Source: an optimization exercise on an open RTL-to-GDS flow (aim: small area, a short achievable clock period and few clock cycles per item). Production flows keep margins and buffers that such runs may drop. No functional check of the RTL was part of any run shown here. Power figures rest on the tool's default switching activity, not on a simulated workload.

[flow/run.sh]
#!/bin/bash
# synth_recipe.tcl (not shown) runs the flow's synth.tcl, then flattens the netlist and writes it again
# the make line also repeats each setting of config.mk as NAME=value (left out here)
make -C /OpenROAD-flow-scripts/flow DESIGN_CONFIG=/design/flow/config.mk WORK_HOME=/design/flow/orfs CLKGATE_MAP_FILE= SYNTH_SCRIPT=/design/flow/synth_recipe.tcl finish
[flow/config.mk]
export PLATFORM = sky130hd
export DESIGN_NAME = rfidmeter_core
export DESIGN_NICKNAME = rfidmeter_core
export VERILOG_FILES = /design/flow/design.v
export SDC_FILE = /design/flow/constraint.sdc
export NUM_CORES = 4
export LEC_CHECK = 0
export CAP_MARGIN = 20
export CORE_MARGIN = 2
export CORE_UTILIZATION = 40
export SLEW_MARGIN = 20
[flow/constraint.sdc]
create_clock -name core_clock -period 30.0 [get_ports {clk}]
set_input_delay 6.0000 -clock core_clock [delete_from_list [all_inputs] [get_ports {clk}]]
set_output_delay 6.0000 -clock core_clock [all_outputs]
set_load 0.01 [all_outputs]
[flow/design.v]
module rfid_tag_decoder (
    input  wire        clk,
    input  wire        rst_n,
    input  wire        rx_valid,
    input  wire [7:0]  rx_data,
    output reg         dec_valid,
    output reg  [1:0]  dec_status,
    output wire [39:0] dec_id
);
    localparam [1:0] ST_OK       = 2'd0;
    localparam [1:0] ST_FRAMING  = 2'd1;
    localparam [1:0] ST_ENCODING = 2'd2;
    localparam [1:0] ST_CHECKSUM = 2'd3;
    reg [3:0]  pos;
    reg [39:0] idb;      
    reg [7:0]  acc;      
    wire       is_dec = (rx_data[7:4] == 4'h3) && (rx_data[3:0] <= 4'h9);
    wire       is_af  = (rx_data[7:4] == 4'h4) && (rx_data[3:0] != 4'h0) && (rx_data[3:0] <= 4'h6);
    wire       is_hex = is_dec || is_af;
    wire [3:0] nib    = is_dec ? rx_data[3:0] : (rx_data[3:0] + 4'd9);
    assign dec_id = idb;
    wire digit_pos = (pos != 4'd0) && (pos <= 4'd12);
    wire take      = rx_valid && digit_pos && is_hex;
    integer i;
    always @(posedge clk) begin
        if (take) begin
            for (i = 1; i <= 10; i = i + 1)
                if (pos == i) idb[43-4*i -: 4] <= nib;
            if (pos[0]) acc[7:4] <= acc[7:4] ^ nib;
            else        acc[3:0] <= acc[3:0] ^ nib;
        end
        if (rx_valid && pos == 4'd0)
            acc <= 8'h00;
    end
    always @(posedge clk) begin
        if (!rst_n) begin
            pos       <= 4'd0;
            dec_valid <= 1'b0;
        end else begin
            dec_valid <= 1'b0;
            if (rx_valid) begin
                if (pos == 4'd0) begin
                    if (rx_data == 8'h02) begin
                        pos <= 4'd1;
                    end else begin
                        dec_valid  <= 1'b1;
                        dec_status <= ST_FRAMING;
                    end
                end else if (pos <= 4'd12) begin
                    if (!is_hex) begin
                        dec_valid  <= 1'b1;
                        dec_status <= ST_ENCODING;
                        pos        <= 4'd0;
                    end else begin
                        pos <= pos + 4'd1;
                    end
                end else if (pos == 4'd13) begin
                    if (rx_data == 8'h0D) begin
                        pos <= 4'd14;
                    end else begin
                        dec_valid  <= 1'b1;
                        dec_status <= ST_FRAMING;
                        pos        <= 4'd0;
                    end
                end else if (pos == 4'd14) begin
                    if (rx_data == 8'h0A) begin
                        pos <= 4'd15;
                    end else begin
                        dec_valid  <= 1'b1;
                        dec_status <= ST_FRAMING;
                        pos        <= 4'd0;
                    end
                end else begin
                    dec_valid <= 1'b1;
                    pos       <= 4'd0;
                    if (rx_data != 8'h03)
                        dec_status <= ST_FRAMING;
                    else if (acc != 8'h00)
                        dec_status <= ST_CHECKSUM;
                    else
                        dec_status <= ST_OK;
                end
            end
        end
    end
endmodule
module rfid_store #(
    parameter CAPACITY    = 16,
    parameter TIME_UNIT_S = 3600,
    parameter NV_ADDR_W   = 16
) (
    input  wire                 clk,
    input  wire                 rst_n,
    input  wire                 cmd_valid,
    input  wire [63:0]          cmd_data,
    output wire                 cmd_ready,
    output reg                  rsp_valid,
    output reg  [3:0]           rsp_code,
    output wire [7:0]           rsp_info,
    output reg                  rsp_flag,
    output wire                 st_init,
    output wire [3:0]           st_fault,
    output wire [7:0]           st_count,
    output reg                  nv_req,
    output reg                  nv_we,
    output wire [NV_ADDR_W-1:0] nv_addr,
    output reg  [7:0]           nv_wdata,
    input  wire                 nv_ack,
    input  wire                 nv_err,
    input  wire [7:0]           nv_rdata
);
    localparam [22:0] QMAX = 23'd4294967;    
    localparam [9:0]  RMAX = 10'd295;        
    localparam [3:0] OP_INIT    = 4'h1;
    localparam [3:0] OP_ADVANCE = 4'h2;
    localparam [3:0] OP_CHECK   = 4'h3;
    localparam [3:0] OP_ADD     = 4'h4;
    localparam [3:0] OP_CLEAR   = 4'h5;
    localparam [3:0] RC_OK       = 4'h0;
    localparam [3:0] RC_ALLOWED  = 4'h1;
    localparam [3:0] RC_DENIED   = 4'h2;
    localparam [3:0] RC_UNKNOWN  = 4'h3;
    localparam [3:0] RC_ILLEGAL  = 4'h8;
    localparam [3:0] RC_NOT_INIT = 4'h9;
    localparam [3:0] RC_NV_FAULT = 4'hA;
    localparam [3:0] RC_LOAD     = 4'hB;
    localparam [3:0] RC_FAULTED  = 4'hC;
    localparam [3:0] S_IDLE  = 4'd0;
    localparam [3:0] S_CHK   = 4'd1;
    localparam [3:0] S_ADD1  = 4'd2;
    localparam [3:0] S_VICT  = 4'd3;
    localparam [3:0] S_VEND  = 4'd4;
    localparam [3:0] S_ANV   = 4'd5;
    localparam [3:0] S_FW0   = 4'd6;
    localparam [3:0] S_FW1   = 4'd7;
    localparam [3:0] S_FOLD  = 4'd8;
    localparam [3:0] S_IR1   = 4'd9;
    localparam [3:0] S_ICNT  = 4'd10;
    localparam [3:0] S_ILOAD = 4'd11;
    localparam [3:0] S_CLR   = 4'd12;
    reg [39:0]        t_id [0:15];
    reg [7:0]         t_h  [0:15];
    reg signed [23:0] t_k  [0:15];
    reg [9:0]         t_rl [0:15];
    reg [9:0]         t_cr [0:15];
    reg        initialized;
    reg [3:0]  fault;
    reg [4:0]  num;
    reg [31:0] nowr;           
    reg [22:0] qn;             
    reg [9:0]  rn;             
    reg [3:0]  state;
    reg        rdy;
    reg [39:0] c_id;           
    reg [7:0]  c_h;
    reg [15:0] m;              
    reg [4:0]  sc;             
    reg [3:0]  s;              
    reg        evicted;
    reg [4:0]  info;
    reg [6:0]  addr;
    reg [2:0]  bi;
    reg [4:0]  ln;
    reg [3:0]  lk;
    assign cmd_ready = rdy;
    assign st_init   = initialized;
    assign st_fault  = fault;
    assign st_count  = {3'b000, num};
    assign rsp_info  = {3'b000, info};
    assign nv_addr   = {{(NV_ADDR_W-7){1'b0}}, addr};
    wire [3:0]  w_op  = cmd_data[3:0];
    wire [31:0] w_now = cmd_data[47:16];
    wire [39:0] w_id  = cmd_data[55:16];
    wire        z_lo  = cmd_data[15:5] == 11'd0;
    wire        z_b4  = !cmd_data[4];
    wire        z_h8  = cmd_data[63:56] == 8'd0;
    wire        z_h16 = z_h8 && (cmd_data[55:48] == 8'd0);
    wire        z_now = cmd_data[47:16] == 32'd0;
    reg         w_legal;
    always @(*) begin
        case (w_op)
            OP_INIT:    w_legal = z_lo && z_h16;
            OP_ADVANCE: w_legal = z_lo && z_b4 && z_h16;
            OP_CHECK:   w_legal = z_lo && z_b4 && z_h8;
            OP_ADD:     w_legal = z_lo && z_b4;
            OP_CLEAR:   w_legal = z_lo && z_b4 && z_h16 && z_now;
            default:    w_legal = 1'b0;
        endcase
    end
    reg         upd;
    wire [31:0] now_eff = upd ? c_id[31:0] : nowr;
    wire        w_wrap  = w_now < now_eff;
    wire [15:0] live;
    wire [15:0] w_match;
    genvar g;
    generate
        for (g = 0; g < 16; g = g + 1) begin : g_live
            assign live[g]    = num > g;
            assign w_match[g] = live[g] && (t_id[g] == w_id);
        end
    endgenerate
    wire [15:0] sel = m & ~(m - 16'd1);
    wire        found = |m;
    reg [3:0]   sel_i;
    reg signed [23:0] r_k;
    reg [9:0]   r_rl, r_cr;
    reg [7:0]   r_h;
    integer j;
    always @(*) begin
        sel_i = 4'd0;
        r_k   = 24'sd0;
        r_rl  = 10'd0;
        r_cr  = 10'd0;
        r_h   = 8'd0;
        for (j = 0; j < 16; j = j + 1) begin
            sel_i = sel_i | ({4{sel[j]}} & j[3:0]);
            r_k   = r_k   | ({24{sel[j]}} & t_k[j]);
            r_rl  = r_rl  | ({10{sel[j]}} & t_rl[j]);
            r_cr  = r_cr  | ({10{sel[j]}} & t_cr[j]);
            r_h   = r_h   | ({8{sel[j]}} & t_h[j]);
        end
    end
    wire signed [36:0] chk_d = $signed({5'b0, nowr})
                             - ($signed(r_k) <<< 10)
                             + ($signed(r_k) <<< 4)
                             + ($signed(r_k) <<< 3)
                             - $signed({27'b0, r_rl});
    wire chk_ok = !chk_d[36];
    wire [28:0] np = c_id[31:3];
    wire [27:0] qsum = {2'b0, np[28:3]} + {8'b0, np[28:9]} + {9'b0, np[28:10]}
                     + {13'b0, np[28:14]} + {16'b0, np[28:17]} + {19'b0, np[28:20]}
                     + {20'b0, np[28:21]} + {22'b0, np[28:23]} + {23'b0, np[28:24]}
                     + {24'b0, np[28:25]} + {26'b0, np[28:27]};
    reg  [22:0] qe;
    reg         dv2;               
    reg         cm;                
    reg  [22:0] qw;
    reg  [9:0]  rw;
    wire [10:0] r_est = nowr[10:0] + {qe[0], 10'b0} + {qe[6:0], 4'b0} + {qe[7:0], 3'b0};
    wire        r_ge  = r_est >= 11'd1000;
    wire        q_ok  = !(upd || dv2 || cm);
    wire        commit = cm && state != S_FW1 && state != S_FOLD;
    function signed [25:0] x3600(input [7:0] h);
        x3600 = $signed({18'b0, h} << 12) - $signed({18'b0, h} << 9) + $signed({18'b0, h} << 4);
    endfunction
    reg               f_v;
    reg [3:0]         f_i;
    reg signed [23:0] f_k;
    reg [9:0]         f_rl, f_cr;
    reg [7:0]         f_h;
    wire               victim = (state == S_VICT);
    wire signed [25:0] f_r    = x3600(f_h);
    wire               f_b    = rn < f_rl;
    reg                g_v;
    reg [3:0]          g_i;
    reg signed [25:0]  g_base;      
    reg signed [11:0]  g_t;         
    reg signed [25:0]  g_ku;        
    reg signed [25:0]  g_ks;        
    wire               h_neg  = g_t[11];
    wire               h_big  = !g_t[11] && (g_t >= 12'sd1000);
    wire signed [11:0] h_sr   = h_neg ? g_t + 12'sd1000 : (h_big ? g_t - 12'sd1000 : g_t);
    wire signed [25:0] h_sq   = g_base + (h_neg ? -26'sd1 : (h_big ? 26'sd1 : 26'sd0));
    wire               h_sat  = (h_sq > $signed({3'b0, QMAX})) ||
                                ((h_sq == $signed({3'b0, QMAX})) && (h_sr[9:0] > RMAX));
    wire signed [25:0] h_knew = h_sat ? g_ks : g_ku - (h_neg ? -26'sd1 : (h_big ? 26'sd1 : 26'sd0));
    wire [9:0]         h_cr   = h_sat ? RMAX : h_sr[9:0];
    reg signed [25:0]  v_best;
    reg [3:0]          v_bi;
    wire               v_take = (g_i == 4'd0) || (g_base > v_best);
    reg        pw_v, pw_wait;      
    reg [3:0]  pw_i;
    reg [7:0]  pw_h;
    reg        aw_v;               
    reg        ld_v;               
    reg [2:0]  ld_lane;
    reg [3:0]  ld_i;
    reg [7:0]  ld_d;
    reg        idw;                
    reg        we_t, we_h;
    reg [4:0]  we_id;
    reg [3:0]  w_i;
    reg [39:0] wd_id;
    reg [7:0]  wd_h;
    reg signed [23:0] wd_k;
    reg [9:0]  wd_rl, wd_cr;
    reg [7:0]  w_hs;
    reg signed [25:0] w_ys;
    wire fold_w = (state == S_FOLD) && g_v;
    wire pw_go  = pw_v && !pw_wait;
    always @(*) begin
        we_t  = 1'b0;
        we_h  = 1'b0;
        we_id = 5'd0;
        w_i   = s;
        wd_id = c_id;
        wd_h  = c_h;
        wd_rl = rn;
        wd_cr = RMAX;
        w_hs  = c_h;
        w_ys  = $signed({3'b0, qn}) - $signed({3'b0, QMAX});
        if (fold_w) begin
            we_t  = 1'b1;
            w_i   = g_i;
            wd_rl = rw;
            wd_cr = h_cr;
        end else if (ld_v) begin
            w_i   = ld_i;
            wd_id = {5{ld_d}};
            wd_h  = ld_d;
            wd_rl = 10'd0;
            w_hs  = ld_d;
            w_ys  = -$signed({3'b0, QMAX});
            if (ld_lane == 3'd5) begin
                we_h = 1'b1;
                we_t = 1'b1;
            end else begin
                we_id = 5'b10000 >> ld_lane;
            end
        end else if (idw) begin
            we_id = 5'b11111;
        end else if (aw_v) begin
            we_h  = 1'b1;
            we_t  = 1'b1;
        end else if (pw_go) begin
            we_t  = 1'b1;
            w_i   = pw_i;
            wd_cr = 10'd0;
            w_hs  = pw_h;
            w_ys  = $signed({3'b0, qn});
        end
        wd_k = fold_w ? h_knew[23:0] : (x3600(w_hs) + w_ys);
    end
    generate
        for (g = 0; g < 16; g = g + 1) begin : g_tab
            wire hit = (w_i == g);
            always @(posedge clk) begin
                if (hit && we_id[4]) t_id[g][39:32] <= wd_id[39:32];
                if (hit && we_id[3]) t_id[g][31:24] <= wd_id[31:24];
                if (hit && we_id[2]) t_id[g][23:16] <= wd_id[23:16];
                if (hit && we_id[1]) t_id[g][15:8]  <= wd_id[15:8];
                if (hit && we_id[0]) t_id[g][7:0]   <= wd_id[7:0];
                if (hit && we_h)     t_h[g]  <= wd_h;
                if (hit && we_t) begin
                    t_k[g]  <= wd_k;
                    t_rl[g] <= wd_rl;
                    t_cr[g] <= wd_cr;
                end
            end
        end
    endgenerate
    function [6:0] rec_base(input [3:0] k);
        rec_base = {1'b0, k, 2'b00} + {2'b0, k, 1'b0} + 7'd1;
    endfunction
    always @(posedge clk) begin
        f_i    <= sel_i;
        f_k    <= r_k;
        f_rl   <= r_rl;
        f_cr   <= r_cr;
        f_h    <= r_h;
        g_i    <= f_i;
        g_base <= (victim ? 26'sd0 : $signed({3'b0, qn})) + f_r - f_k
                  - (victim ? $signed({25'b0, f_b}) : 26'sd0);
        g_t    <= $signed({2'b0, f_cr}) + $signed({2'b0, rn}) - $signed({2'b0, f_rl});
        g_ku   <= f_k - $signed({3'b0, qn}) + $signed({3'b0, qw});
        g_ks   <= f_r - $signed({3'b0, QMAX}) + $signed({3'b0, qw});
        if (upd) begin
            nowr <= c_id[31:0];
            qe   <= qsum[26:4];
        end
        if (dv2) begin
            qw <= qe + {22'b0, r_ge};
            rw <= r_ge ? r_est[9:0] - 10'd1000 : r_est[9:0];
        end
        if (commit) begin
            qn <= qw;
            rn <= rw;
        end
        if (rdy) begin
            c_id <= w_id;
            c_h  <= cmd_data[63:56];
            m    <= w_match;
        end
        ld_v <= 1'b0;
        aw_v <= 1'b0;
        idw  <= 1'b0;
        if (!rst_n) begin
            state       <= S_IDLE;
            rdy         <= 1'b1;
            initialized <= 1'b0;
            fault       <= 4'd0;
            num         <= 5'd0;
            rsp_valid   <= 1'b0;
            nv_req      <= 1'b0;
            upd         <= 1'b0;
            dv2         <= 1'b0;
            cm          <= 1'b0;
            pw_v        <= 1'b0;
            pw_wait     <= 1'b0;
            f_v         <= 1'b0;
            g_v         <= 1'b0;
        end else begin
            rsp_valid <= 1'b0;
            upd       <= 1'b0;
            dv2       <= upd;
            if (dv2)
                cm <= 1'b1;
            else if (commit)
                cm <= 1'b0;
            f_v <= 1'b0;
            g_v <= f_v;
            if (pw_go)
                pw_v <= 1'b0;
            else if (pw_wait && commit)
                pw_wait <= 1'b0;
            case (state)
            S_IDLE: begin
                if (cmd_valid) begin
                    if (fault != 4'd0) begin
                        respond(RC_FAULTED, 5'd0, 1'b0);
                    end else if (!w_legal) begin
                        raise_fault(RC_ILLEGAL);
                    end else if (w_op != OP_INIT && !initialized) begin
                        raise_fault(RC_NOT_INIT);
                    end else begin
                        rdy <= 1'b0;
                        case (w_op)
                        OP_INIT: begin
                            upd      <= 1'b1;
                            nv_req   <= 1'b1;
                            nv_we    <= cmd_data[4];
                            addr     <= 7'd0;
                            nv_wdata <= 8'h00;
                            state    <= cmd_data[4] ? S_IR1 : S_ICNT;
                        end
                        OP_ADVANCE: begin
                            if (w_wrap && num != 5'd0) begin
                                state <= S_FW0;
                            end else begin
                                upd <= 1'b1;
                                respond(RC_OK, num, w_wrap);
                            end
                        end
                        OP_CLEAR: begin
                            num      <= 5'd0;
                            nv_req   <= 1'b1;
                            nv_we    <= 1'b1;
                            addr     <= 7'd0;
                            nv_wdata <= 8'h00;
                            state    <= S_CLR;
                        end
                        OP_CHECK: state <= S_CHK;
                        default:  state <= S_ADD1;
                        endcase
                    end
                end
            end
            S_CHK: begin
                if (!pw_v) begin
                    if (!found) begin
                        respond(RC_UNKNOWN, 5'd0, 1'b0);
                    end else if (chk_ok) begin
                        respond(RC_ALLOWED, {1'b0, sel_i}, 1'b0);
                        pw_v    <= 1'b1;
                        pw_wait <= dv2 || (cm && !commit);
                        pw_i    <= sel_i;
                        pw_h    <= r_h;
                    end else begin
                        respond(RC_DENIED, {1'b0, sel_i}, 1'b0);
                    end
                end
            end
            S_ADD1: begin
                if (!pw_v) begin
                    if (found) begin
                        s       <= sel_i;
                        evicted <= 1'b0;
                        idw     <= 1'b1;
                        nv_start(rec_base(sel_i));
                    end else if (num != 5'd16) begin
                        s       <= num[3:0];
                        evicted <= 1'b0;
                        num     <= num + 5'd1;
                        idw     <= 1'b1;
                        nv_start(rec_base(num[3:0]));
                    end else if (q_ok) begin
                        m     <= 16'd1;
                        sc    <= 5'd0;
                        state <= S_VICT;
                    end
                end
            end
            S_VICT: begin
                if (sc != 5'd16) begin
                    m   <= {m[14:0], 1'b0};
                    sc  <= sc + 5'd1;
                    f_v <= 1'b1;
                end
                if (g_v) begin
                    if (v_take) begin
                        v_best <= g_base;
                        v_bi   <= g_i;
                    end
                    if (g_i == 4'd15) begin
                        s       <= v_take ? g_i : v_bi;
                        evicted <= 1'b1;
                        state   <= S_VEND;
                    end
                end
            end
            S_VEND: begin
                idw <= 1'b1;
                nv_start(rec_base(s));
            end
            S_ANV: begin
                if (nv_err) begin
                    nv_req <= 1'b0;
                    raise_fault(RC_NV_FAULT);
                end else if (nv_ack) begin
                    bi   <= bi + 3'd1;
                    addr <= addr + 7'd1;
                    case (bi)
                    3'd0: nv_wdata <= c_id[31:24];
                    3'd1: nv_wdata <= c_id[23:16];
                    3'd2: nv_wdata <= c_id[15:8];
                    3'd3: nv_wdata <= c_id[7:0];
                    3'd4: nv_wdata <= c_h;
                    3'd5: begin addr <= 7'd0; nv_wdata <= {3'b000, num}; end
                    default: begin
                        nv_req <= 1'b0;
                        aw_v   <= 1'b1;
                        respond(RC_OK, {1'b0, s}, evicted);
                    end
                    endcase
                end
            end
            S_FW0: begin
                if (q_ok && !pw_v) begin
                    upd   <= 1'b1;
                    state <= S_FW1;
                end
            end
            S_FW1: begin
                if (cm) begin
                    m     <= 16'd1;
                    sc    <= 5'd0;
                    state <= S_FOLD;
                end
            end
            S_FOLD: begin
                if (sc != num) begin
                    m   <= {m[14:0], 1'b0};
                    sc  <= sc + 5'd1;
                    f_v <= 1'b1;
                end
                if (g_v && ({1'b0, g_i} == num - 5'd1)) begin
                    qn <= qw;
                    rn <= rw;
                    cm <= 1'b0;
                    respond(RC_OK, num, 1'b1);
                end
            end
            S_IR1: begin
                if (nv_err) begin
                    nv_req <= 1'b0;
                    raise_fault(RC_NV_FAULT);
                end else if (nv_ack) begin
                    nv_req      <= 1'b0;
                    num         <= 5'd0;
                    initialized <= 1'b1;
                    respond(RC_OK, 5'd0, 1'b1);
                end
            end
            S_ICNT: begin
                if (nv_err) begin
                    nv_req <= 1'b0;
                    raise_fault(RC_NV_FAULT);
                end else if (nv_ack) begin
                    if (nv_rdata > 8'd16) begin
                        nv_req <= 1'b0;
                        raise_fault(RC_LOAD);
                    end else if (nv_rdata == 8'd0) begin
                        nv_req      <= 1'b0;
                        num         <= 5'd0;
                        initialized <= 1'b1;
                        respond(RC_OK, 5'd0, 1'b0);
                    end else begin
                        ln    <= nv_rdata[4:0];
                        lk    <= 4'd0;
                        bi    <= 3'd0;
                        addr  <= 7'd1;
                        state <= S_ILOAD;
                    end
                end
            end
            S_ILOAD: begin
                if (nv_err) begin
                    nv_req <= 1'b0;
                    raise_fault(RC_NV_FAULT);
                end else if (nv_ack) begin
                    addr    <= addr + 7'd1;
                    ld_v    <= 1'b1;
                    ld_d    <= nv_rdata;
                    ld_lane <= bi;
                    ld_i    <= lk;
                    if (bi == 3'd5) begin
                        bi <= 3'd0;
                        lk <= lk + 4'd1;
                        if ({1'b0, lk} == ln - 5'd1) begin
                            nv_req      <= 1'b0;
                            num         <= ln;
                            initialized <= 1'b1;
                            respond(RC_OK, ln, 1'b0);
                        end
                    end else begin
                        bi <= bi + 3'd1;
                    end
                end
            end
            S_CLR: begin
                if (nv_err) begin
                    nv_req <= 1'b0;
                    raise_fault(RC_NV_FAULT);
                end else if (nv_ack) begin
                    nv_req <= 1'b0;
                    respond(RC_OK, 5'd0, 1'b0);
                end
            end
            default: begin
                state <= S_IDLE;
                rdy   <= 1'b1;
            end
            endcase
        end
    end
    task nv_start(input [6:0] a);
        begin
            nv_req   <= 1'b1;
            nv_we    <= 1'b1;
            addr     <= a;
            nv_wdata <= c_id[39:32];
            bi       <= 3'd0;
            state    <= S_ANV;
        end
    endtask
    task respond(input [3:0] code, input [4:0] inf, input flag);
        begin
            rsp_valid <= 1'b1;
            rsp_code  <= code;
            info      <= inf;
            rsp_flag  <= flag;
            rdy       <= 1'b1;
            state     <= S_IDLE;
        end
    endtask
    task raise_fault(input [3:0] code);
        begin
            fault <= code;
            respond(code, 5'd0, 1'b0);
        end
    endtask
endmodule
module rfidmeter_core (
    input  wire        clk,
    input  wire        rst_n,
    input  wire        rx_valid,
    input  wire [7:0]  rx_data,
    output wire        rx_ready,
    output wire        dec_valid,
    output wire [1:0]  dec_status,
    output wire [39:0] dec_id,
    input  wire        cmd_valid,
    input  wire [63:0] cmd_data,
    output wire        cmd_ready,
    output wire        rsp_valid,
    output wire [3:0]  rsp_code,
    output wire [7:0]  rsp_info,
    output wire        rsp_flag,
    output wire        st_init,
    output wire [3:0]  st_fault,
    output wire [7:0]  st_count,
    output wire        nv_req,
    output wire        nv_we,
    output wire [15:0] nv_addr,
    output wire [7:0]  nv_wdata,
    input  wire        nv_ack,
    input  wire        nv_err,
    input  wire [7:0]  nv_rdata
);
    assign rx_ready = 1'b1;
    rfid_tag_decoder u_dec (
        .clk        (clk),
        .rst_n      (rst_n),
        .rx_valid   (rx_valid),
        .rx_data    (rx_data),
        .dec_valid  (dec_valid),
        .dec_status (dec_status),
        .dec_id     (dec_id)
    );
    rfid_store #(
        .CAPACITY    (16),
        .TIME_UNIT_S (3600),
        .NV_ADDR_W   (16)
    ) u_store (
        .clk       (clk),
        .rst_n     (rst_n),
        .cmd_valid (cmd_valid),
        .cmd_data  (cmd_data),
        .cmd_ready (cmd_ready),
        .rsp_valid (rsp_valid),
        .rsp_code  (rsp_code),
        .rsp_info  (rsp_info),
        .rsp_flag  (rsp_flag),
        .st_init   (st_init),
        .st_fault  (st_fault),
        .st_count  (st_count),
        .nv_req    (nv_req),
        .nv_we     (nv_we),
        .nv_addr   (nv_addr),
        .nv_wdata  (nv_wdata),
        .nv_ack    (nv_ack),
        .nv_err    (nv_err),
        .nv_rdata  (nv_rdata)
    );
endmodule
==> impl_metrics.yaml, run 1 <==
sta:
  finalSetupTns_ps: 0
  final_max_slew_viol_count: 0
  min_period_ps: 10750
  finClkSkew_ps: 89.18
  period_share_pct: 35.84
  setup_viol: 0
  clock.fmax_mhz: 93.00
  hold_violations: 0
  rsz0062_at_grt: "false"
  max_slew.worst_pin.slew_ps: 1349
  slew_headroom_pct: 9.840
cells_and_area:
  area.growth.synth_to_final_pct: 13.29
  nFillCells: 21870
  drive_above_1_share_pct: 7.382
  nets: 8850
synth:
  synth.distinct_cells: 91
  ys.flop_type: "edfxtp_1"
  synthTopCellsByArea: "edfxtp_1 53%, ha_1 7.2%, dfxtp_1 5.4%, xor2_1 4.5%, xnor2_1 3.8%"
  yosysTopAreaCell: "edfxtp_1"
  synthTopCellsByCount: "1,723 x edfxtp_1, 582 x nand2_1, 569 x inv_1"
  ys_async_sr_fraction_pct: 0
  synthesis.area_sq_um: 97850
  synth_edf_count: 1723
  synth_seq_cells: 1989
  synth_area_per_cell_sq_um: 12.52
  syn_inst: 7817
  yosysTopAreaCellShare_pct: 52.88
  yosysMostFrequentCell: "edfxtp_1"
  ys_seq_area_share_pct: 58.32
  yosysWarnings: 7
place:
  dpl.hpwl_um: 239200
  port_buffers: 166
  gp_congestion: 0.9797
route:
  finalWirelength_um: 335600
  wl_per_cell_um: 29.31
  vias_per_cell: 5.761
  drt_drc_violations_left: 0
  via_count: 65970
  dr.pass1.iters: 10
  drtIter0Drc: 7850
  antenna_left: 0
cts:
  clock_latency_ps: 900
  cts_resized: 0
  htree_levels: 4
  cts_setup_buffers: 0
  root_buffer: "clkbuf_16"
  cts.sinks: 1989
  clkTransAtPathRegs_ps: 60
  hold_buffers: 0
  cts_tree: "done"
  cts_buffer_depth: 3
  cts_made_buffers: 208
global_routing:
  antenna_found_initial: 30
  overflow: 0
  grt_pass1_vias: 64530
  grt_use_met3_pct: 4.721
  grt_use_met1_pct: 32.49
  top_usage_layer: "met2"
  use_met2_pct: 42.78
  grt_pass1_wl_um: 472000
  grt_usage_pct: 26.42
  grt_max_degree: 69
power_and_ir_drop:
  p_per_area_nw_per_um2: 65.56
  total_power_mw: 7.268
  leakage_nw: 41.00
  ir_drop_uv: 59.43
setup_path:
  critical_path_required_ps: 30450
  worst-path-max-fanout: 19
  end_kind: "flip-flop"
  critPathArrivalTime_ps: 11200
  cp_cell_sequence: "clkdlybuf4s50_1 -> buf_4 -> nor4_1 -> nand4_1 -> nor3_1 -> o21bai_1 -> a21oi_1 -> o211ai_1 -> a211oi_1 -> nand2_1 -> o21ai_0 -> nand2_1 -> or3_1 -> a2111oi_2"
  startpoint_type: "primary input"
  cpMostUsedCell: "nand2_1"
  slowest_stage: "a2111oi_2"
  cp_slowest_stage_delay_ps: 930
  path_class: "primary input to flip-flop"
die:
  design.die.area_sq_um: 248600
  die_width_um: 498.6
  start_util_pct: 40.23
  die_y_um: 498.6
  rows: 181
  coreArea_sq_um: 243200
  top_level_ports: 184
run:
  cap_viol_max_count: 0
min_path:
  hold_class: "flip-flop to flip-flop"
run_status:
  status: "no timing/DRC/antenna violations"
routing by layer:
| metal | share of wire, % | vias up |
|---|---|---|
| met5 | 0.0077 | - |
| met4 | 7.7 | 4 |
| met3 | 7.3 | 785 |
| met1 | 38 | 32950 |
| li1 | - | 29230 |
| met2 | 47 | 3001 |
cell families after synthesis:
family | Yosys count | synth area share [%]
compound gates | 1423 | 10.18
xor+xnor | 931 | 8.334
fa+ha+maj | 706 | 10.15
buf+inv | 885 | 3.495
flops | 1989 | 58.32
mux | 33 | 0.3657
other cells | 2 | 0.007675
simple gates | 1848 | 9.148
where the power goes:
group	leakage (nW)	internal, mW	switching, mW
clock network	3.36	1.48	1.14
registers	18.1	3.19	0.0416
logic	19.5	0.522	0.887
total	41.0	5.20	2.07
cells in the final DEF (no fill, tap or decap), types with 58 or more instances in the layout:
master and instances:
buf_4 163, clkdlybuf4s50_1 160, a222oi_1 106, o21a_1 66, inv_1 569, nand2b_1 58, fa_1 146, nor4_1 140
a21o_1 108, o21ai_0 274, edfxtp_1 1723, ha_1 560, a21oi_1 289, xor2_1 506, nand2_1 579, nand3_1 159
nor2b_1 63, dfxtp_1 260, xnor2_1 422, nand4_1 117, nor3_1 113, nor2_1 381, a221oi_1 111, a22oi_1 70
clkbuf_16 212
sequential cells by signal, summed over array words and instances, names as in the netlist, 26 cells and up:
signal,cells
u_store.v_best,26
u_store.t_rl,160
u_store.t_k,384
u_dec.idb,40
u_store.t_h,128
u_store.t_cr,160
u_store.g_base,26
u_store.nowr,32
u_store.t_id,640
u_store.c_id,40
per-stage QoR:
stage	instances	setup slack [ps]	hold WS, ps	instance area (sq um)	util [%]
floorplan	7832	19970	309.6	97900	-
global placement	11050	18540	310.2	103800	42.67
detailed placement	11050	18480	312.1	103800	42.68
CTS	11440	19390	324.3	110800	45.54
global route	11440	19030	333.8	110800	45.57
finish	11450	19250	326.2	110900	45.58
final cells by class:
| class | count | area (sq um) | area share [%] |
|---|---|---|---|
| tap | 3202 | 4006 | 3.614 |
| antenna | 12 | 30.03 | 0.02709 |
| multi-input combinational | 4958 | 37750 | 34.05 |
| sequential | 1989 | 57080 | 51.49 |
| clock buffer | 267 | 5582 | 5.035 |
| inverter | 570 | 2140 | 1.930 |
| timing repair buffer | 331 | 2878 | 2.596 |
| clock inverter | 121 | 1391 | 1.255 |
final timing paths:
path,startpoint,end,slack (ps),depth (start not counted)
hold / removal,u_store.f_i[0],u_store.g_i[0],330,0
setup reg to reg,u_store.m[1],u_store.pw_h[0],19570,38
setup / recovery,cmd_data[21],u_store.addr[6],19250,14
hold reg to reg,u_store.f_i[0],u_store.g_i[0],330,0
critical path: cells and delay by family:
family,cells,cell delay [ps]
compound gates,6,2050
simple gates,6,2220
buf+inv,2,890
==> run 2: changes to the inputs <==
--- a/flow/design.v
+++ b/flow/design.v
@@ -127,10 +127,7 @@
     localparam [3:0] RC_FAULTED  = 4'hC;
     localparam [3:0] S_IDLE  = 4'd0;
-    localparam [3:0] S_CHK   = 4'd1;
-    localparam [3:0] S_ADD1  = 4'd2;
     localparam [3:0] S_VICT  = 4'd3;
     localparam [3:0] S_VEND  = 4'd4;
     localparam [3:0] S_ANV   = 4'd5;
-    localparam [3:0] S_FW0   = 4'd6;
     localparam [3:0] S_FW1   = 4'd7;
     localparam [3:0] S_FOLD  = 4'd8;
@@ -139,4 +136,5 @@
     localparam [3:0] S_ILOAD = 4'd11;
     localparam [3:0] S_CLR   = 4'd12;
+    localparam [3:0] S_CMD   = 4'd13;
     reg [39:0]        t_id [0:15];
     reg [7:0]         t_h  [0:15];
@@ -154,4 +152,7 @@
     reg [39:0] c_id;           
     reg [7:0]  c_h;
+    reg        c_r;
+    reg [3:0]  c_op;
+    reg        c_legal;
     reg [15:0] m;              
     reg [4:0]  sc;             
@@ -191,4 +192,6 @@
     wire [31:0] now_eff = upd ? c_id[31:0] : nowr;
     wire        w_wrap  = w_now < now_eff;
+    wire adv_fast = (w_op == OP_ADVANCE) && z_lo && z_b4 && z_h16 &&
+                    (fault == 4'd0) && initialized;
     wire [15:0] live;
     wire [15:0] w_match;
@@ -235,4 +238,5 @@
     reg         dv2;               
     reg         cm;                
+    reg         upd_h, dv2_h, cm_h;    
     reg  [22:0] qw;
     reg  [9:0]  rw;
@@ -240,5 +244,5 @@
     wire        r_ge  = r_est >= 11'd1000;
     wire        q_ok  = !(upd || dv2 || cm);
-    wire        commit = cm && state != S_FW1 && state != S_FOLD;
+    wire        commit = cm && !cm_h;
     function signed [25:0] x3600(input [7:0] h);
         x3600 = $signed({18'b0, h} << 12) - $signed({18'b0, h} << 9) + $signed({18'b0, h} << 4);
@@ -249,24 +253,22 @@
     reg [9:0]         f_rl, f_cr;
     reg [7:0]         f_h;
-    wire               victim = (state == S_VICT);
     wire signed [25:0] f_r    = x3600(f_h);
     wire               f_b    = rn < f_rl;
-    reg                g_v;
-    reg [3:0]          g_i;
-    reg signed [25:0]  g_base;      
-    reg signed [11:0]  g_t;         
-    reg signed [25:0]  g_ku;        
-    reg signed [25:0]  g_ks;        
-    wire               h_neg  = g_t[11];
-    wire               h_big  = !g_t[11] && (g_t >= 12'sd1000);
-    wire signed [11:0] h_sr   = h_neg ? g_t + 12'sd1000 : (h_big ? g_t - 12'sd1000 : g_t);
-    wire signed [25:0] h_sq   = g_base + (h_neg ? -26'sd1 : (h_big ? 26'sd1 : 26'sd0));
-    wire               h_sat  = (h_sq > $signed({3'b0, QMAX})) ||
-                                ((h_sq == $signed({3'b0, QMAX})) && (h_sr[9:0] > RMAX));
-    wire signed [25:0] h_knew = h_sat ? g_ks : g_ku - (h_neg ? -26'sd1 : (h_big ? 26'sd1 : 26'sd0));
-    wire [9:0]         h_cr   = h_sat ? RMAX : h_sr[9:0];
+    wire signed [11:0] f_t    = $signed({2'b0, f_cr}) + $signed({2'b0, rn}) - $signed({2'b0, f_rl});
+    wire               f_neg  = f_t[11];
+    wire               f_big  = !f_t[11] && (f_t >= 12'sd1000);
+    wire signed [11:0] f_sr   = f_neg ? f_t + 12'sd1000 : (f_big ? f_t - 12'sd1000 : f_t);
+    wire signed [2:0]  f_c    = (f_t <= -12'sd705) ? 3'sd1 :
+                                (f_t <=  12'sd295) ? 3'sd0 :
+                                (f_t <= 12'sd1295) ? -3'sd1 : -3'sd2;
+    wire signed [27:0] f_sx   = $signed({5'b0, qn}) + f_r - f_k - $signed({5'b0, QMAX}) - 28'sd1 - f_c;
+    wire               f_sat  = !f_sx[27];
+    wire signed [25:0] f_kun  = f_k - $signed({3'b0, qn}) + $signed({3'b0, qw})
+                                - (f_neg ? -26'sd1 : (f_big ? 26'sd1 : 26'sd0));
+    wire [9:0]         f_crn  = f_sat ? RMAX : f_sr[9:0];
+    wire signed [25:0] v_val  = f_r - f_k - $signed({25'b0, f_b});
     reg signed [25:0]  v_best;
     reg [3:0]          v_bi;
-    wire               v_take = (g_i == 4'd0) || (g_base > v_best);
+    wire               v_take = (f_i == 4'd0) || (v_val > v_best);
     reg        pw_v, pw_wait;      
     reg [3:0]  pw_i;
@@ -287,5 +289,5 @@
     reg [7:0]  w_hs;
     reg signed [25:0] w_ys;
-    wire fold_w = (state == S_FOLD) && g_v;
+    wire fold_w = (state == S_FOLD) && f_v;
     wire pw_go  = pw_v && !pw_wait;
     always @(*) begin
@@ -302,7 +304,9 @@
         if (fold_w) begin
             we_t  = 1'b1;
-            w_i   = g_i;
+            w_i   = f_i;
             wd_rl = rw;
-            wd_cr = h_cr;
+            wd_cr = f_crn;
+            w_hs  = f_h;
+            w_ys  = $signed({3'b0, qw}) - $signed({3'b0, QMAX});
         end else if (ld_v) begin
             w_i   = ld_i;
@@ -330,5 +334,5 @@
             w_ys  = $signed({3'b0, qn});
         end
-        wd_k = fold_w ? h_knew[23:0] : (x3600(w_hs) + w_ys);
+        wd_k = (fold_w && !f_sat) ? f_kun[23:0] : (x3600(w_hs) + w_ys);
     end
     generate
@@ -359,10 +363,4 @@
         f_cr   <= r_cr;
         f_h    <= r_h;
-        g_i    <= f_i;
-        g_base <= (victim ? 26'sd0 : $signed({3'b0, qn})) + f_r - f_k
-                  - (victim ? $signed({25'b0, f_b}) : 26'sd0);
-        g_t    <= $signed({2'b0, f_cr}) + $signed({2'b0, rn}) - $signed({2'b0, f_rl});
-        g_ku   <= f_k - $signed({3'b0, qn}) + $signed({3'b0, qw});
-        g_ks   <= f_r - $signed({3'b0, QMAX}) + $signed({3'b0, qw});
         if (upd) begin
             nowr <= c_id[31:0];
@@ -380,5 +378,11 @@
             c_id <= w_id;
             c_h  <= cmd_data[63:56];
+            c_r  <= cmd_data[4];
+            c_op <= w_op;
+            c_legal <= w_legal;
             m    <= w_match;
+            rsp_code <= RC_OK;
+            info     <= num;
+            rsp_flag <= w_wrap;
         end
         ld_v <= 1'b0;
@@ -396,18 +400,23 @@
             dv2         <= 1'b0;
             cm          <= 1'b0;
+            upd_h       <= 1'b0;
+            dv2_h       <= 1'b0;
+            cm_h        <= 1'b0;
             pw_v        <= 1'b0;
             pw_wait     <= 1'b0;
             f_v         <= 1'b0;
-            g_v         <= 1'b0;
         end else begin
             rsp_valid <= 1'b0;
             upd       <= 1'b0;
+            upd_h     <= 1'b0;
             dv2       <= upd;
-            if (dv2)
-                cm <= 1'b1;
-            else if (commit)
-                cm <= 1'b0;
+            dv2_h     <= upd_h;
+            if (dv2) begin
+                cm   <= 1'b1;
+                cm_h <= dv2_h;
+            end else if (commit) begin
+                cm   <= 1'b0;
+            end
             f_v <= 1'b0;
-            g_v <= f_v;
             if (pw_go)
                 pw_v <= 1'b0;
@@ -417,76 +426,83 @@
             S_IDLE: begin
                 if (cmd_valid) begin
-                    if (fault != 4'd0) begin
-                        respond(RC_FAULTED, 5'd0, 1'b0);
-                    end else if (!w_legal) begin
-                        raise_fault(RC_ILLEGAL);
-                    end else if (w_op != OP_INIT && !initialized) begin
-                        raise_fault(RC_NOT_INIT);
-                    end else begin
-                        rdy <= 1'b0;
-                        case (w_op)
-                        OP_INIT: begin
-                            upd      <= 1'b1;
-                            nv_req   <= 1'b1;
-                            nv_we    <= cmd_data[4];
-                            addr     <= 7'd0;
-                            nv_wdata <= 8'h00;
-                            state    <= cmd_data[4] ? S_IR1 : S_ICNT;
+                    if (adv_fast) begin
+                        upd       <= 1'b1;
+                        rsp_valid <= 1'b1;
+                        if (w_wrap && num != 5'd0) begin
+                            upd_h <= 1'b1;
+                            rdy   <= 1'b0;
+                            state <= S_FW1;
                         end
-                        OP_ADVANCE: begin
-                            if (w_wrap && num != 5'd0) begin
-                                state <= S_FW0;
+                    end else begin
+                        rdy   <= 1'b0;
+                        state <= S_CMD;
+                    end
+                end
+            end
+            S_CMD: begin
+                if (fault != 4'd0) begin
+                    respond(RC_FAULTED, 5'd0, 1'b0);
+                end else if (!c_legal) begin
+                    raise_fault(RC_ILLEGAL);
+                end else if (c_op != OP_INIT && !initialized) begin
+                    raise_fault(RC_NOT_INIT);
+                end else begin
+                    case (c_op)
+                    OP_INIT: begin
+                        upd      <= 1'b1;
+                        nv_req   <= 1'b1;
+                        nv_we    <= c_r;
+                        addr     <= 7'd0;
+                        nv_wdata <= 8'h00;
+                        state    <= c_r ? S_IR1 : S_ICNT;
+                    end
+                    OP_CLEAR: begin
+                        num      <= 5'd0;
+                        nv_req   <= 1'b1;
+                        nv_we    <= 1'b1;
+                        addr     <= 7'd0;
+                        nv_wdata <= 8'h00;
+                        state    <= S_CLR;
+                    end
+                    OP_CHECK: begin
+                        if (!pw_v) begin
+                            if (!found) begin
+                                respond(RC_UNKNOWN, 5'd0, 1'b0);
+                            end else if (chk_ok) begin
+                                respond(RC_ALLOWED, {1'b0, sel_i}, 1'b0);
+                                pw_v    <= 1'b1;
+                                pw_wait <= dv2 || (cm && !commit);
+                                pw_i    <= sel_i;
+                                pw_h    <= r_h;
                             end else begin
-                                upd <= 1'b1;
-                                respond(RC_OK, num, w_wrap);
+                                respond(RC_DENIED, {1'b0, sel_i}, 1'b0);
                             end
                         end
-                        OP_CLEAR: begin
-                            num      <= 5'd0;
-                            nv_req   <= 1'b1;
-                            nv_we    <= 1'b1;
-                            addr     <= 7'd0;
-                            nv_wdata <= 8'h00;
-                            state    <= S_CLR;
-                        end
-                        OP_CHECK: state <= S_CHK;
-                        default:  state <= S_ADD1;
-                        endcase
                     end
-                end
-            end
-            S_CHK: begin
-                if (!pw_v) begin
-                    if (!found) begin
-                        respond(RC_UNKNOWN, 5'd0, 1'b0);
-                    end else if (chk_ok) begin
-                        respond(RC_ALLOWED, {1'b0, sel_i}, 1'b0);
-                        pw_v    <= 1'b1;
-                        pw_wait <= dv2 || (cm && !commit);
-                        pw_i    <= sel_i;
-                        pw_h    <= r_h;
-                    end else begin
-                        respond(RC_DENIED, {1'b0, sel_i}, 1'b0);
+                    OP_ADD: begin
+                        if (!pw_v) begin
+                            if (found) begin
+                                s       <= sel_i;
+                                evicted <= 1'b0;
+                                idw     <= 1'b1;
+                                nv_start(rec_base(sel_i));
+                            end else if (num != 5'd16) begin
+                                s       <= num[3:0];
+                                evicted <= 1'b0;
+                                num     <= num + 5'd1;
+                                idw     <= 1'b1;
+                                nv_start(rec_base(num[3:0]));
+                            end else if (q_ok) begin
+                                m     <= 16'd1;
+                                sc    <= 5'd0;
+                                state <= S_VICT;
+                            end
+                        end
                     end
-                end
-            end
-            S_ADD1: begin
-                if (!pw_v) begin
-                    if (found) begin
-                        s       <= sel_i;
-                        evicted <= 1'b0;
-                        idw     <= 1'b1;
-                        nv_start(rec_base(sel_i));
-                    end else if (num != 5'd16) begin
-                        s       <= num[3:0];
-                        evicted <= 1'b0;
-                        num     <= num + 5'd1;
-                        idw     <= 1'b1;
-                        nv_start(rec_base(num[3:0]));
-                    end else if (q_ok) begin
-                        m     <= 16'd1;
-                        sc    <= 5'd0;
-                        state <= S_VICT;
+                    default: begin
+                        rdy   <= 1'b1;
+                        state <= S_IDLE;
                     end
+                    endcase
                 end
             end
@@ -497,11 +513,11 @@
                     f_v <= 1'b1;
                 end
-                if (g_v) begin
+                if (f_v) begin
                     if (v_take) begin
-                        v_best <= g_base;
-                        v_bi   <= g_i;
+                        v_best <= v_val;
+                        v_bi   <= f_i;
                     end
-                    if (g_i == 4'd15) begin
-                        s       <= v_take ? g_i : v_bi;
+                    if (f_i == 4'd15) begin
+                        s       <= v_take ? f_i : v_bi;
                         evicted <= 1'b1;
                         state   <= S_VEND;
@@ -535,12 +551,6 @@
                 end
             end
-            S_FW0: begin
-                if (q_ok && !pw_v) begin
-                    upd   <= 1'b1;
-                    state <= S_FW1;
-                end
-            end
             S_FW1: begin
-                if (cm) begin
+                if (cm && cm_h && !pw_v) begin
                     m     <= 16'd1;
                     sc    <= 5'd0;
@@ -554,9 +564,11 @@
                     f_v <= 1'b1;
                 end
-                if (g_v && ({1'b0, g_i} == num - 5'd1)) begin
-                    qn <= qw;
-                    rn <= rw;
-                    cm <= 1'b0;
-                    respond(RC_OK, num, 1'b1);
+                if (f_v && ({1'b0, f_i} == num - 5'd1)) begin
+                    qn    <= qw;
+                    rn    <= rw;
+                    cm    <= 1'b0;
+                    cm_h  <= 1'b0;
+                    rdy   <= 1'b1;
+                    state <= S_IDLE;
                 end
             end
==> impl_metrics.yaml, run 2 <==
synth:
  yosysMostFrequentCell: "edfxtp_1"
  ys_seq_area_share_pct: 58.01
  yosysTopAreaCell: "edfxtp_1"
  synthTopCellsByArea: "edfxtp_1 54%, ha_1 6.8%, xnor2_1 4.6%, fa_1 4.1%, dfxtp_1 3.9%"
  synthesis.area_sq_um: 95470
  synth_edf_count: 1719
  synth_area_per_cell_sq_um: 12.73
  yosysWarnings: 7
  ys.flop_type: "edfxtp_1"
  ys_async_sr_fraction_pct: 0
  synth.distinct_cells: 100
  synthTopCellsByCount: "1,719 x edfxtp_1, 581 x inv_1, 517 x ha_1"
  yosysTopAreaCellShare_pct: 54.07
  syn_inst: 7501
  synth_seq_cells: 1907
setup_path:
  r2r_slack_ps: 20110
  critPathArrivalTime_ps: 10630
  critPathTopFamily: "compound AO/OA/AOI/OAI gates"
  cp_slowest_stage_delay_ps: 880
  startpoint_type: "flip-flop"
  slowest_stage: "a2111oi_0"
  path_class: "flip-flop to flip-flop"
  critical_path_required_ps: 30740
  critPathBufInv: 2
  end_kind: "flip-flop"
  worst-path-max-fanout: 28
place:
  port_buffers: 166
  placed_cells: 10730
  gp_congestion: 0.9863
  dpl.hpwl_um: 231500
route:
  finalWirelength_um: 347500
  dr.pass1.iters: 6
  via_count: 65980
  vias_per_cell: 5.933
  drtIter0Drc: 8931
  antenna_left: 0
  drt_drc_violations_left: 0
  wl_per_cell_um: 31.25
sta:
  setup_viol: 0
  finalSetupTns_ps: 0
  slew_headroom_pct: 12.15
  final_max_slew_viol_count: 0
  clock.fmax_mhz: 101.1
  rsz0062_at_grt: "false"
  hold_violations: 0
  finClkSkew_ps: 67.29
  min_period_ps: 9892
  period_share_pct: 32.97
  max_slew.worst_pin.slew_ps: 1309
cells_and_area:
  largest_reg_flops: 640
  final_cells: 11120
  nets: 8561
  layout_commonest_cell: "edfxtp_1"
  nFillCells: 21210
  top_register: "u_store.t_id"
  reg_top3: "u_store.t_id x640, u_store.t_k x384"
  drive_above_1_share_pct: 8.858
  area.growth.synth_to_final_pct: 13.50
  final_cell_mix: "1,719 x edfxtp_1, 581 x inv_1, 517 x ha_1"
die:
  coreArea_sq_um: 237600
  start_util_pct: 40.18
  design.die.area_sq_um: 242600
  rows: 179
  top_level_ports: 184
  die_width_um: 492.6
  die_y_um: 492.6
power_and_ir_drop:
  p_per_area_nw_per_um2: 87.97
  ir_drop_uv: 198.4
  leakage_nw: 39.16
cts:
  cts_setup_buffers: 0
  root_buffer: "clkbuf_16"
  cts_resized: 0
  cts_made_buffers: 197
  cts.sinks: 1907
  cts_buffer_depth: 3
  hold_buffers: 0
  clkTransAtPathRegs_ps: 60
  htree_levels: 4
  clock_latency_ps: 890
  cts_tree: "done"
global_routing:
  grt_pass1_vias: 63590
  grt_pass1_wl_um: 482500
  antenna_found_initial: 37
  grt_usage_pct: 28.06
  grt_max_degree: 79
  overflow: 0
run_status:
  status: "no timing/DRC/antenna violations"
run:
  cap_viol_max_count: 0
min_path:
  hold_class: "flip-flop to flip-flop"
run 2: cell count changes in the layout (fill, tap and decap cells not counted), moves of 52 or more:
cell / delta
nand2_1: -142
xnor2_1: +83
a22o_1: +52
a222oi_1: -55
xor2_1: -120
a22oi_1: +111
dfxtp_1: -78
run 2: path summary, 6_finish.rpt:
| check | from | end | depth (start not counted) |
|---|---|---|---|
| min | u_store.upd_h | u_store.dv2_h | 1 |
| min reg2reg | u_store.upd_h | u_store.dv2_h | 1 |
| max | u_store.m[4] | u_store.rsp_code[0] | 32 |
| max reg2reg | u_store.m[4] | u_store.rsp_code[0] | 32 |
run 2: kinds of logic (layout without fill, tap and decap cells):
family / after synthesis / in the layout / share of synthesized area, %
adder cells (fa/ha/maj): 712 / 712 / 10.86
buffers and inverters: 882 / 1302 / 3.567
AO/OA/AOI/OAI: 1377 / 1377 / 10.03
other: 2 / 34 / 0.007866
XOR/XNOR: 892 / 892 / 8.197
AND/OR/NAND/NOR: 1661 / 1661 / 8.559
multiplexers: 68 / 68 / 0.7653
flip-flops: 1907 / 1907 / 58.01
run 2: cell type report:
class                           instances  area, sq um  area share, %
Sequential cell                      1907        55400          51.12
Multi-Input combinational cell       4727        37300          34.43
Clock buffer                          260         5341          4.929
Tap cell                             3167         3963          3.657
Timing Repair Buffer                  344         2848          2.628
Inverter                              586         2200          2.030
Clock inverter                        112         1269          1.171
Antenna cell                           17        42.54        0.03926
run 2: through the flow:
| stage | total power, mW | cell area, sq um | hold WS (ps) | util (%) | worst slack, ps |
|---|---|---|---|---|---|
| after global placement | 6.926 | 101600 | 434.1 | 42.74 | 20390 |
| after floorplan | 5.818 | 95530 | 411.9 | - | 21680 |
| final | 9.532 | 108400 | 439.6 | 45.60 | 20110 |
| after CTS | 9.525 | 108200 | 430.2 | 45.54 | 20250 |
| after global routing | 10.05 | 108300 | 451.6 | 45.59 | 19490 |
| after detailed placement | 7.018 | 101600 | 440.4 | 42.76 | 20330 |
run 2: report_power, final:
part           leakage [nW]  internal (mW)  switching (mW)
combinational          18.9           1.27            2.22
clock                  3.20           1.42            1.10
sequential             17.1           3.43          0.0997
run 2: layer usage:
metal / routed length (um) / vias to the layer above / part of all wire (%) / global-route usage, %
li1: - / 28140 / - / -
met1: 135100 / 33080 / 39 / 36.93
met2: 154800 / 3840 / 45 / 43.40
met3: 34900 / 892 / 10 / 5.722
met4: 22560 / 22 / 6.5 / 15.56
met5: 141 / - / 0.041 / 0
run 2: worst reg2reg max path, delay by kind of cell (launching register included):
kind | cells | cell delay (ps)
compound gates | 16 | 4780
flops | 1 | 770
fa+ha+maj | 4 | 1080
buf+inv | 2 | 490
simple gates | 8 | 2000
xor+xnor | 2 | 620
==> run 3: changes to the inputs <==
==> flow/flow/run.sh (new file) <==
#!/bin/bash
set -euo pipefail
bash standard.sh SETUP_SLACK_MARGIN=22 TNS_END_PERCENT=100 finish > standard_make.log 2>&1
==> flow/standard.sh (new file) <==
#!/bin/bash
# synth_recipe.tcl (not shown) runs the flow's synth.tcl, then flattens the netlist and writes it again
# the make line also repeats each setting of config.mk as NAME=value (left out here)
make -C /OpenROAD-flow-scripts/flow DESIGN_CONFIG=/design/flow/config.mk WORK_HOME=/design/flow/orfs CLKGATE_MAP_FILE= SYNTH_SCRIPT=/design/flow/synth_recipe.tcl "${@:-finish}"
removed: flow/run.sh
==> impl_metrics.yaml, run 3 <==
run_status:
  status: "no timing/DRC/antenna violations"
setup_path:
  end_kind: "flip-flop"
  r2r_slack_ps: 22220
  cp_slowest_stage_delay_ps: 610
  critPathTopFamily: "simple AND/OR/NAND/NOR gates"
  cp_cell_sequence: "buf_2 -> buf_4 -> xor2_1 -> nor4_1 -> nand4_1 -> nor4_4 -> a21oi_1 -> o21ai_0"
  path_class: "primary input to flip-flop"
  rr_startpoint: "u_store.rn[1]"
  worst-path-stages: 8
  ff2ff_path_depth: 30
  critPathBufInv: 2
  critical_path_required_ps: 30780
  startpoint_type: "primary input"
  slowest_stage: "nor4_1"
  critPathArrivalTime_ps: 8850
  rr_endpoint: "u_store.t_k[15][22]"
  crit_end: "u_store.m[8]"
  worst-path-max-fanout: 12
  crit_start: "cmd_data[35]"
synth:
  synthTopCellsByArea: "edfxtp_1 54%, ha_1 6.8%, xnor2_1 4.6%, fa_1 4.1%, dfxtp_1 3.9%"
  yosysMostFrequentCell: "edfxtp_1"
  yosysWarnings: 7
  syn_inst: 7501
  synth_area_per_cell_sq_um: 12.73
  yosysTopAreaCell: "edfxtp_1"
  ys_async_sr_fraction_pct: 0
  ys_seq_area_share_pct: 58.01
  synthesis.area_sq_um: 95470
  synth.distinct_cells: 100
  ys.flop_type: "edfxtp_1"
  synth_edf_count: 1719
  synth_seq_cells: 1907
  synthTopCellsByCount: "1,719 x edfxtp_1, 581 x inv_1, 517 x ha_1"
  yosysTopAreaCellShare_pct: 54.07
power_and_ir_drop:
  total_power_mw: 9.731
  leakage_nw: 39.97
  p_sw_mw: 3.531
  ir_drop_uv: 290.7
  clkPwrFrac_pct: 25.0
  p_comb_share_pct: 38.6
  p_per_area_nw_per_um2: 88.06
  power_frac_seq_pct: 36.4
  internal_power_mw: 6.200
  swShare_pct: 36.29
cells_and_area:
  drive_above_1_share_pct: 11.24
  layout_commonest_cell: "edfxtp_1"
  largest_reg_flops: 640
  nFillCells: 20950
  area.growth.synth_to_final_pct: 15.74
  final_cell_mix: "1,719 x edfxtp_1, 576 x inv_1, 513 x ha_1"
  nets: 8660
  reg_top3: "u_store.t_id x640, u_store.t_k x384"
  top_register: "u_store.t_id"
global_routing:
  grt_usage_pct: 28.15
  grt_pass1_wl_um: 485700
  overflow: 0
  grt_pass1_vias: 64950
  grt_max_degree: 81
  antenna_found_initial: 28
min_path:
  hold_class: "flip-flop to flip-flop"
  hold_path_startpoint: "u_store.upd_h"
die:
  rows: 179
  top_level_ports: 184
  start_util_pct: 40.18
  coreArea_sq_um: 237600
  die_y_um: 492.6
  die_width_um: 492.6
  design.die.area_sq_um: 242600
route:
  vias_per_cell: 5.929
  via_count: 66510
  drt_drc_violations_left: 0
  finalWirelength_um: 349800
  drtIter0Drc: 9026
  dr.pass1.iters: 9
  wl_per_cell_um: 31.19
  antenna_left: 0
cts:
  cts_tree: "done"
  cts_buffer_depth: 3
  hold_buffers: 0
  cts_made_buffers: 198
  clkTransAtPathRegs_ps: 60
  cts.sinks: 1907
  htree_levels: 4
  root_buffer: "clkbuf_16"
  clock_latency_ps: 900
run:
  cap_viol_max_count: 0
sta:
  rsz0062_at_grt: "true"
  finalSetupTns_ps: 0
  finClkSkew_ps: 70.79
  hold_violations: 0
  final_max_slew_viol_count: 0
  fin_ws_ps: 21940
  slew_headroom_pct: 12.78
  min_period_ps: 8065
  setup_viol: 0
  period_share_pct: 26.88
  max_slew.worst_pin.slew_ps: 1298
  clock.fmax_mhz: 124.0
place:
  port_buffers: 166
  gp_congestion: 0.9930
  dp_slack_ps: 20430
  dpl.hpwl_um: 231400
-- run 3: how the worst min path moves through the flow --
stage | cells past startpoint | end | slack (ps)
finish | 1 | u_store.dv2_h | 440
global route | 1 | u_store.dv2_h | 460
CTS | 1 | u_store.dv2_h | 430
detailed placement | 1 | u_store.dv2_h | 420
global placement | 1 | u_store.dv2_h | 420
floorplan | 1 | u_store.dv2_h | 410
-- run 3: kinds of logic after synthesis --
logic type	synth area share, %
buf+inv	3.567
simple gates	8.559
other cells	0.007866
compound gates	10.03
xor+xnor	8.197
fa+ha+maj	10.86
mux	0.7653
flops	58.01
-- run 3: per-stage QoR --
stage / hold WS [ps] / instances / utilization, % / instance area, sq um
after floorplan: 411.9 / 7516 / - / 95560
after global placement: 421.9 / 10730 / 42.73 / 101500
after detailed placement: 419.9 / 10730 / 42.75 / 101600
after CTS: 433.4 / 11140 / 45.96 / 109200
after global routing: 464.2 / 11210 / 46.49 / 110500
final: 440.1 / 11220 / 46.50 / 110500
-- run 3: routing by layer --
| layer | track usage [%] | part of all wire, % | wire length, um | vias up |
|---|---|---|---|---|
| met3 | 5.865 | 9.7 | 34060 | 928 |
| met1 | 36.00 | 38 | 133900 | 33500 |
| li1 | - | - | - | 28330 |
| met2 | 43.51 | 45 | 156200 | 3730 |
| met4 | 18.10 | 7.3 | 25660 | 12 |
| met5 | 0 | 0.022 | 77 | - |
-- run 3: cell type report --
class / instances / area, sq um / area share [%]
Clock inverter: 115 / 1135 / 1.027
Tap cell: 3167 / 3963 / 3.586
Antenna cell: 24 / 60.06 / 0.05435
Multi-Input combinational cell: 4729 / 38230 / 34.59
Clock buffer: 249 / 5189 / 4.696
Sequential cell: 1907 / 55450 / 50.18
Inverter: 586 / 2215 / 2.004
Timing Repair Buffer: 440 / 4268 / 3.862
-- run 3: what timing repair did --
item,4_1_cts,5_1_grt
cloned,9,4
setup endpoints to repair,640,660
pin swaps,12,44
resized for setup,136,158
buffers inserted,44,45
-- run 3: power groups by stage --
| stage | Clock, mW | Combinational [mW] | Sequential, mW |
|---|---|---|---|
| after floorplan | 0 | 2.28 | 3.54 |
| after global placement | 0 | 3.39 | 3.61 |
| after detailed placement | 0 | 3.48 | 3.61 |
| after CTS | 2.45 | 3.66 | 3.53 |
| after global routing | 2.55 | 4.17 | 3.54 |
| final | 2.43 | 3.76 | 3.54 |
-- run 3: worst reg2reg max path: cells and delay by family, from the launching register on --
kind	cells	cell delay (ps)
AOI/OAI and AO/OA	9	2420
xor gates and xnor gates	1	180
adders and majority gates	6	2330
buffers and inverters	7	840
DFF	1	360
muxes	1	270
and+or+nand+nor	6	1110

static timing again, ports no longer ideal:
In the flow no input, the clock included, has a driving cell. The finished layouts below were timed again as built, in two steps.
Step 1 (the two cells are an assumption about what drives the block):
set clk [get_ports {clk}]
set_driving_cell -lib_cell sky130_fd_sc_hd__clkbuf_16 $clk
set_driving_cell -lib_cell sky130_fd_sc_hd__buf_2 [delete_from_list [all_inputs] $clk]
Step 2 also shifts input and output timing later by t, the mid clock arrival at the registers, as if the neighbouring blocks saw the same clock.
Slacks: no drivers / after step 1 / after step 2; pairs: no drivers / after step 1.
run	t, ns	slack for setup (ns)	worst setup path at the end	clock arrival spread, ns	cell pins on the clock port's net
run 1	0.952	19.248 / 19.298 / 18.347	input to register	0.101 / 0.101	1
run 2	0.953	20.108 / 20.108 / 20.108	register to register	0.075 / 0.074	1
run 3	0.959	21.935 / 21.885 / 21.042	input to register	0.072 / 0.073	1
After both steps setup and hold are still met in every run listed. For run 1, which loses most, drivers alone change the setup slack by +0.050 ns; drivers and shift together by -0.901 ns.
